This is an optimization exercise on Yosys and OpenROAD, whose aim is small area and a short achievable clock period, not a production implementation. The RTL was checked by simulation tests, not by an equivalence proof against the original design. Power is estimated from default activity; no workload was simulated.

==> flow/design.v <==
module rbcmd_rb #(
    parameter C  = 200,
    parameter W  = 8,
    parameter SW = 8
) (
    input  wire          clk,
    input  wire          rst,
    input  wire          clr,
    input  wire          wr_en,
    input  wire [7:0]    wr_data,
    input  wire          rd_en,
    output wire [7:0]    rd_data,
    output wire          empty,
    output wire          full,
    output wire [SW-1:0] size
);
    reg [8*C-1:0] sr;        
    reg [SW-1:0]  cnt;
    reg           empty_q;
    reg           full_q;
    assign size  = cnt;
    assign empty = empty_q;
    assign full  = full_q;
    wire fire = rd_en && !empty_q && !clr;
    always @(posedge clk)
        if (wr_en)
            sr <= {sr[8*C-9:0], wr_data};
    always @(posedge clk) begin
        if (rst || clr) begin
            cnt     <= {SW{1'b0}};
            empty_q <= 1'b1;
            full_q  <= 1'b0;
        end else if (wr_en && !fire) begin
            if (!full_q)
                cnt <= cnt + 1'b1;
            empty_q <= 1'b0;
            full_q  <= full_q || (cnt == C - 1);
        end else if (fire && !wr_en) begin
            cnt     <= cnt - 1'b1;
            empty_q <= (cnt == 1);
            full_q  <= 1'b0;
        end
    end
    wire [7:0]  col;
    wire [25:0] row;
    genvar g, b;
    generate
        for (g = 0; g < 8; g = g + 1) begin : g_col
            assign col[g] = (cnt[2:0] == g);
        end
        for (g = 0; g < 26; g = g + 1) begin : g_row
            assign row[g] = (cnt[7:3] == g);
        end
    endgenerate
    wire [8*208-1:0] slot = {{8*(208-C-1){1'b0}}, sr, sr[7:0]};
    wire [7:0] rv [0:25];
    generate
        for (g = 0; g < 25; g = g + 1) begin : g_rv
            for (b = 0; b < 8; b = b + 1) begin : g_bit
                wire x_n, y_n, z_n;
                rbcmd_ao3 u_x (.s0(col[0]), .s1(col[1]), .s2(col[2]),
                               .d0(slot[64*g + 8*0 + b]), .d1(slot[64*g + 8*1 + b]),
                               .d2(slot[64*g + 8*2 + b]), .y_n(x_n));
                rbcmd_ao3 u_y (.s0(col[3]), .s1(col[4]), .s2(col[5]),
                               .d0(slot[64*g + 8*3 + b]), .d1(slot[64*g + 8*4 + b]),
                               .d2(slot[64*g + 8*5 + b]), .y_n(y_n));
                rbcmd_ao3 u_z (.s0(col[6]), .s1(col[7]), .s2(col[0]),
                               .d0(slot[64*g + 8*6 + b]), .d1(slot[64*g + 8*7 + b]),
                               .d2(slot[64*g + 8*0 + b]), .y_n(z_n));
                assign rv[g][b] = ~(x_n & y_n & z_n);
            end
        end
    endgenerate
    assign rv[25] = slot[8*C +: 8];
    generate
        for (b = 0; b < 8; b = b + 1) begin : g_rd
            wire [8:0] t_n;
            for (g = 0; g < 8; g = g + 1) begin : g_t
                rbcmd_ao3 u_t (.s0(row[3*g]), .s1(row[3*g+1]), .s2(row[3*g+2]),
                               .d0(rv[3*g][b]), .d1(rv[3*g+1][b]), .d2(rv[3*g+2][b]),
                               .y_n(t_n[g]));
            end
            rbcmd_ao3 u_t8 (.s0(row[24]), .s1(row[25]), .s2(row[0]),
                            .d0(rv[24][b]), .d1(rv[25][b]), .d2(rv[0][b]),
                            .y_n(t_n[8]));
            assign rd_data[b] = ~&t_n;
        end
    endgenerate
endmodule
module rbcmd_ao3 (
    input  wire s0, s1, s2,
    input  wire d0, d1, d2,
    output wire y_n
);
    assign y_n = ~((s0 & d0) | (s1 & d1) | (s2 & d2));
endmodule
module rbcmd (
    input  wire        clk,
    input  wire        rst,
    input  wire        clr,
    input  wire        wr_en,
    input  wire [7:0]  wr_data,
    input  wire        sleep_done,
    output wire        empty,
    output wire        full,
    output wire [7:0]  size,
    output wire        send_valid,
    output wire [1:0]  send_len,
    output wire [7:0]  send_b0,
    output wire [7:0]  send_b1,
    output wire [7:0]  send_b2,
    output wire        log_valid,
    output wire [3:0]  log_len,
    output wire [7:0]  log_b0,
    output wire [7:0]  log_b1,
    output wire [7:0]  log_b2,
    output wire [7:0]  log_b3,
    output wire [7:0]  log_b4,
    output wire [7:0]  log_b5,
    output wire [7:0]  log_b6,
    output wire [7:0]  log_b7,
    output wire [7:0]  log_b8,
    output wire [7:0]  log_b9,
    output wire [7:0]  log_b10,
    output wire [7:0]  log_b11,
    output wire [7:0]  log_b12,
    output wire [7:0]  log_b13,
    output wire [7:0]  log_b14,
    output wire        sleep_req,
    output wire [15:0] sleep_ms
);
    localparam [3:0] T_ECHO = 4'd1, T_ADD = 4'd2, T_DELAY = 4'd4, T_LOG = 4'd6;
    reg        s_ah, s_ap, x_echo, x_add, x_delay, x_log, s_dw;
    reg        t_add, t_delay;        
    reg  [3:0] len;
    reg  [3:0] idx;
    reg  [7:0] pl [0:14];
    wire       rd_en = s_ah || s_ap;
    wire [7:0] rd_data;
    rbcmd_rb #(.C(200), .W(8), .SW(8)) u_rb (
        .clk(clk), .rst(rst), .clr(clr),
        .wr_en(wr_en), .wr_data(wr_data),
        .rd_en(rd_en), .rd_data(rd_data),
        .empty(empty), .full(full), .size(size)
    );
    wire fire = rd_en && !empty && !clr;
    wire [3:0] hdr_t = rd_data[7:4];
    wire [3:0] hdr_l = rd_data[3:0];
    wire h_echo  = (hdr_t == T_ECHO);
    wire h_add   = (hdr_t == T_ADD);
    wire h_delay = (hdr_t == T_DELAY);
    wire h_log   = (hdr_t == T_LOG);
    wire h_known = h_echo || h_add || h_delay || h_log;
    wire h_zero  = h_echo || (h_log && hdr_l == 4'd0);
    wire last    = t_add   ? (idx == 4'd3) :
                   t_delay ? (idx == 4'd2) : (idx + 4'd1 == len);
    wire       add_last = t_add && idx == 4'd3;
    wire [7:0] hi_sum   = pl[0] + pl[2];
    integer i;
    always @(posedge clk) begin
        if (rst) begin
            s_ah    <= 1'b1;
            s_ap    <= 1'b0;
            x_echo  <= 1'b0;
            x_add   <= 1'b0;
            x_delay <= 1'b0;
            x_log   <= 1'b0;
            s_dw    <= 1'b0;
        end else begin
            if (s_ah) begin
                if (fire && h_known) begin
                    s_ah    <= 1'b0;
                    s_ap    <= !h_zero;
                    x_echo  <= h_echo;
                    x_log   <= h_log && hdr_l == 4'd0;
                end
            end
            if (s_ap) begin
                if (fire && last) begin
                    s_ap    <= 1'b0;
                    x_add   <= t_add;
                    x_delay <= t_delay;
                    x_log   <= !t_add && !t_delay;
                end
            end
            if (x_echo || x_add || x_log) begin
                x_echo <= 1'b0;
                x_add  <= 1'b0;
                x_log  <= 1'b0;
                s_ah   <= 1'b1;
            end
            if (x_delay) begin
                x_delay <= 1'b0;
                s_dw    <= 1'b1;
            end
            if (s_dw && sleep_done) begin
                s_dw <= 1'b0;
                s_ah <= 1'b1;
            end
        end
    end
    always @(posedge clk) begin
        if (s_ah && fire) begin
            t_add   <= h_add;
            t_delay <= h_delay;
            len     <= hdr_l;
            idx     <= 4'd0;
        end
        if (s_ap && fire)
            idx <= idx + 4'd1;
        for (i = 0; i < 15; i = i + 1)
            if (s_ap && fire && idx == i)
                pl[i] <= rd_data;
        if (s_ap && fire && add_last) begin
            pl[0] <= hi_sum + 8'd1;
            pl[1] <= pl[1] & rd_data;
            pl[2] <= hi_sum;
            pl[3] <= pl[1] ^ rd_data;
        end
    end
    genvar g;
    wire [7:0] cy;               
    assign cy[0] = 1'b0;
    rbcmd_pfx8 u_pfx (.p(pl[3]), .g(pl[1]), .c(cy[7:1]));
    wire       r_co = pl[1][7] | (pl[3][7] & cy[7]);
    wire [7:0] r_lo = pl[3] ^ cy;
    wire [7:0] r_hi = r_co ? pl[0] : pl[2];
    wire x_ea = x_echo || x_add;
    wire e_add, e_dwd;
    rbcmd_g3 u_sv  (.a(x_ea),  .b(s_dw), .c(sleep_done), .r(rst), .y(send_valid));
    rbcmd_g1 u_sl0 (.a(x_ea),  .r(rst), .y(send_len[0]));
    rbcmd_g3 u_sl1 (.a(x_add), .b(s_dw), .c(sleep_done), .r(rst), .y(send_len[1]));
    rbcmd_g1 u_add (.a(x_add), .r(rst), .y(e_add));
    rbcmd_g2 u_dwd (.b(s_dw),  .c(sleep_done), .r(rst), .y(e_dwd));
    rbcmd_g1 u_dl  (.a(x_delay), .r(rst), .y(sleep_req));
    rbcmd_g1 u_log (.a(x_log), .r(rst), .y(log_valid));
    assign send_b0 = {1'b0, e_dwd, e_add, send_valid, 2'b00, e_add, e_dwd};
    wire [7:0]  pl2_dw = {8{s_dw}} & pl[2];
    wire [15:0] ms_src = {pl[0], pl[1]};
    wire [7:0] hi_add = {8{x_add}} & r_hi;
    generate
        for (g = 0; g < 8; g = g + 1) begin : g_send
            rbcmd_g3 u_b1 (.a(hi_add[g]), .b(pl2_dw[g]), .c(sleep_done), .r(rst),
                           .y(send_b1[g]));
            rbcmd_g2 u_b2 (.b(x_add), .c(r_lo[g]), .r(rst), .y(send_b2[g]));
        end
        for (g = 0; g < 16; g = g + 1) begin : g_ms
            rbcmd_g2 u_ms (.b(x_delay), .c(ms_src[g]), .r(rst), .y(sleep_ms[g]));
        end
        for (g = 0; g < 4; g = g + 1) begin : g_ll
            rbcmd_g2 u_ll (.b(x_log), .c(len[g]), .r(rst), .y(log_len[g]));
        end
    endgenerate
    wire [14:0]  lb_on;
    wire [119:0] lb;
    genvar k;
    generate
        for (g = 0; g < 15; g = g + 1) begin : g_lb
            assign lb_on[g] = x_log && (len > g);
            for (k = 0; k < 8; k = k + 1) begin : g_bit
                rbcmd_g2 u_lb (.b(lb_on[g]), .c(pl[g][k]), .r(rst), .y(lb[8*g+k]));
            end
        end
    endgenerate
    assign {log_b14, log_b13, log_b12, log_b11, log_b10, log_b9, log_b8, log_b7,
            log_b6, log_b5, log_b4, log_b3, log_b2, log_b1, log_b0} = lb;
endmodule
module rbcmd_pfx8 (
    input  wire [7:0] p,
    input  wire [7:0] g,
    output wire [7:1] c
);
    wire [7:0] g1, p1, g2, p2, g3;
    genvar k;
    generate
        for (k = 0; k < 8; k = k + 1) begin : g_pf
            if (k >= 1) begin : g_l1
                assign g1[k] = g[k] | (p[k] & g[k-1]);
                assign p1[k] = p[k] & p[k-1];
            end else begin : g_l1z
                assign g1[k] = g[k];
                assign p1[k] = p[k];
            end
            if (k >= 2) begin : g_l2
                assign g2[k] = g1[k] | (p1[k] & g1[k-2]);
                assign p2[k] = p1[k] & p1[k-2];
            end else begin : g_l2z
                assign g2[k] = g1[k];
                assign p2[k] = p1[k];
            end
            if (k >= 4) begin : g_l3
                assign g3[k] = g2[k] | (p2[k] & g2[k-4]);
            end else begin : g_l3z
                assign g3[k] = g2[k];
            end
        end
    endgenerate
    assign c = g3[6:0];
endmodule
module rbcmd_g1 (
    input  wire a,
    input  wire r,
    output wire y
);
    assign y = a & ~r;
endmodule
module rbcmd_g2 (
    input  wire b,
    input  wire c,
    input  wire r,
    output wire y
);
    assign y = b & c & ~r;
endmodule
module rbcmd_g3 (
    input  wire a,
    input  wire b,
    input  wire c,
    input  wire r,
    output wire y
);
    assign y = (a | (b & c)) & ~r;
endmodule
clock: 10.0 ns
lec_check: 0
cap_margin: 20
core_margin: 2
core_utilization: 60
setup_slack_margin: 5
slew_margin: 20
synth_hierarchical: 1
standard.sh (not shown) runs the stock make flow with config.mk's settings and CLKGATE_MAP_FILE= SYNTH_SCRIPT=/design/flow/synth_recipe.tcl, a recipe that flattens the netlist after the stock synthesis.
==> flow/flow/run.sh <==
#!/bin/bash
# Layout flow: the standard flow (standard synthesis unchanged), with
#  - timing repair aimed at a setup slack of SETUP_MARGIN ns instead of 5,
#  - clock tree synthesis without dummy loads,
#  - every port on the bottom edge (flow/io.tcl, read before pin placement).
# The ORFS tools write their logs under orfs/logs; make's output is make.log.
set -uo pipefail
SETUP_MARGIN=5.6
CTS="-sink_clustering_enable -repair_clock_nets -dont_use_dummy_load"
bash standard.sh SETUP_SLACK_MARGIN=$SETUP_MARGIN "CTS_ARGS=$CTS" \
    PRE_IO_PLACEMENT_TCL=$PWD/flow/io.tcl finish > make.log 2>&1
==> flow/flow/io.tcl <==
# Keep every port on the bottom edge, so that the paths from the inputs to
# the outputs (rst and sleep_done gate the strobes) stay short.
set_io_pin_constraint -direction input -region bottom:*
set_io_pin_constraint -direction output -region bottom:*
Rerun with:
--- a/flow/design.v
+++ b/flow/design.v
@@ -218,13 +218,13 @@
             pl[3] <= pl[1] ^ rd_data;
         end
     end
     genvar g;
-    wire [7:0] cy;               
+    wire [8:0] cy;               
     assign cy[0] = 1'b0;
-    rbcmd_pfx8 u_pfx (.p(pl[3]), .g(pl[1]), .c(cy[7:1]));
-    wire       r_co = pl[1][7] | (pl[3][7] & cy[7]);
-    wire [7:0] r_lo = pl[3] ^ cy;
+    rbcmd_pfx8 u_pfx (.p(pl[3]), .g(pl[1]), .c(cy[8:1]));
+    wire       r_co = cy[8];
+    wire [7:0] r_lo = pl[3] ^ cy[7:0];
     wire [7:0] r_hi = r_co ? pl[0] : pl[2];
     wire x_ea = x_echo || x_add;
     wire e_add, e_dwd;
     rbcmd_g3 u_sv  (.a(x_ea),  .b(s_dw), .c(sleep_done), .r(rst), .y(send_valid));
@@ -267,9 +267,9 @@
 endmodule
 module rbcmd_pfx8 (
     input  wire [7:0] p,
     input  wire [7:0] g,
-    output wire [7:1] c
+    output wire [8:1] c
 );
     wire [7:0] g1, p1, g2, p2, g3;
     genvar k;
     generate
@@ -294,9 +294,9 @@
                 assign g3[k] = g2[k];
             end
         end
     endgenerate
-    assign c = g3[6:0];
+    assign c = g3;
 endmodule
 module rbcmd_g1 (
     input  wire a,
     input  wire r,
=> The changed run passed the timing, design-rule and antenna checks; worst setup slack loses 0.27 ns; sequential power is about the same; power barely changes; count of clock-buffer cells in the layout went up by 1; utilization went down by 0.35 points; routed wire length went down by about 2.4%; synthesized cell count barely changes; clock skew went up by 0.049 ns; area after synthesis hardly moves; sequential share of layout area went up by 0.24 points; via count went down by about 1.4%; worst hold slack gains 0.018 ns.

[afterwards: timing with drivers on the ports]
Ports are ideal in the flow. The routed layouts listed here were re-timed in OpenROAD. Step 1 (the two cells are an assumption about what drives the block):
set clk [get_ports {clk}]
set_driving_cell -lib_cell sky130_fd_sc_hd__clkbuf_16 $clk
set_driving_cell -lib_cell sky130_fd_sc_hd__buf_2 [delete_from_list [all_inputs] $clk]
Step 2 adds t to the input delays and takes it off the output delays; t is the mean of the earliest and latest rising clock arrival at the registers after step 1. Input paths then give back, and output paths get back, about the clock's delay inside the block. Three values: no drivers, after step 1, after step 2; two values: the first two.
run | t, ns | setup WS [ns] | cell pins on the clock port's net
the first run | 0.817 | 5.144 / 4.285 / 4.285 | 1
the second run | 0.792 | 4.872 / 4.684 / 4.684 | 1
After both steps every run listed still meets setup and hold. The setup slack of the first run, which loses most, moves by -0.859 ns with the drivers and by -0.859 ns with both steps.
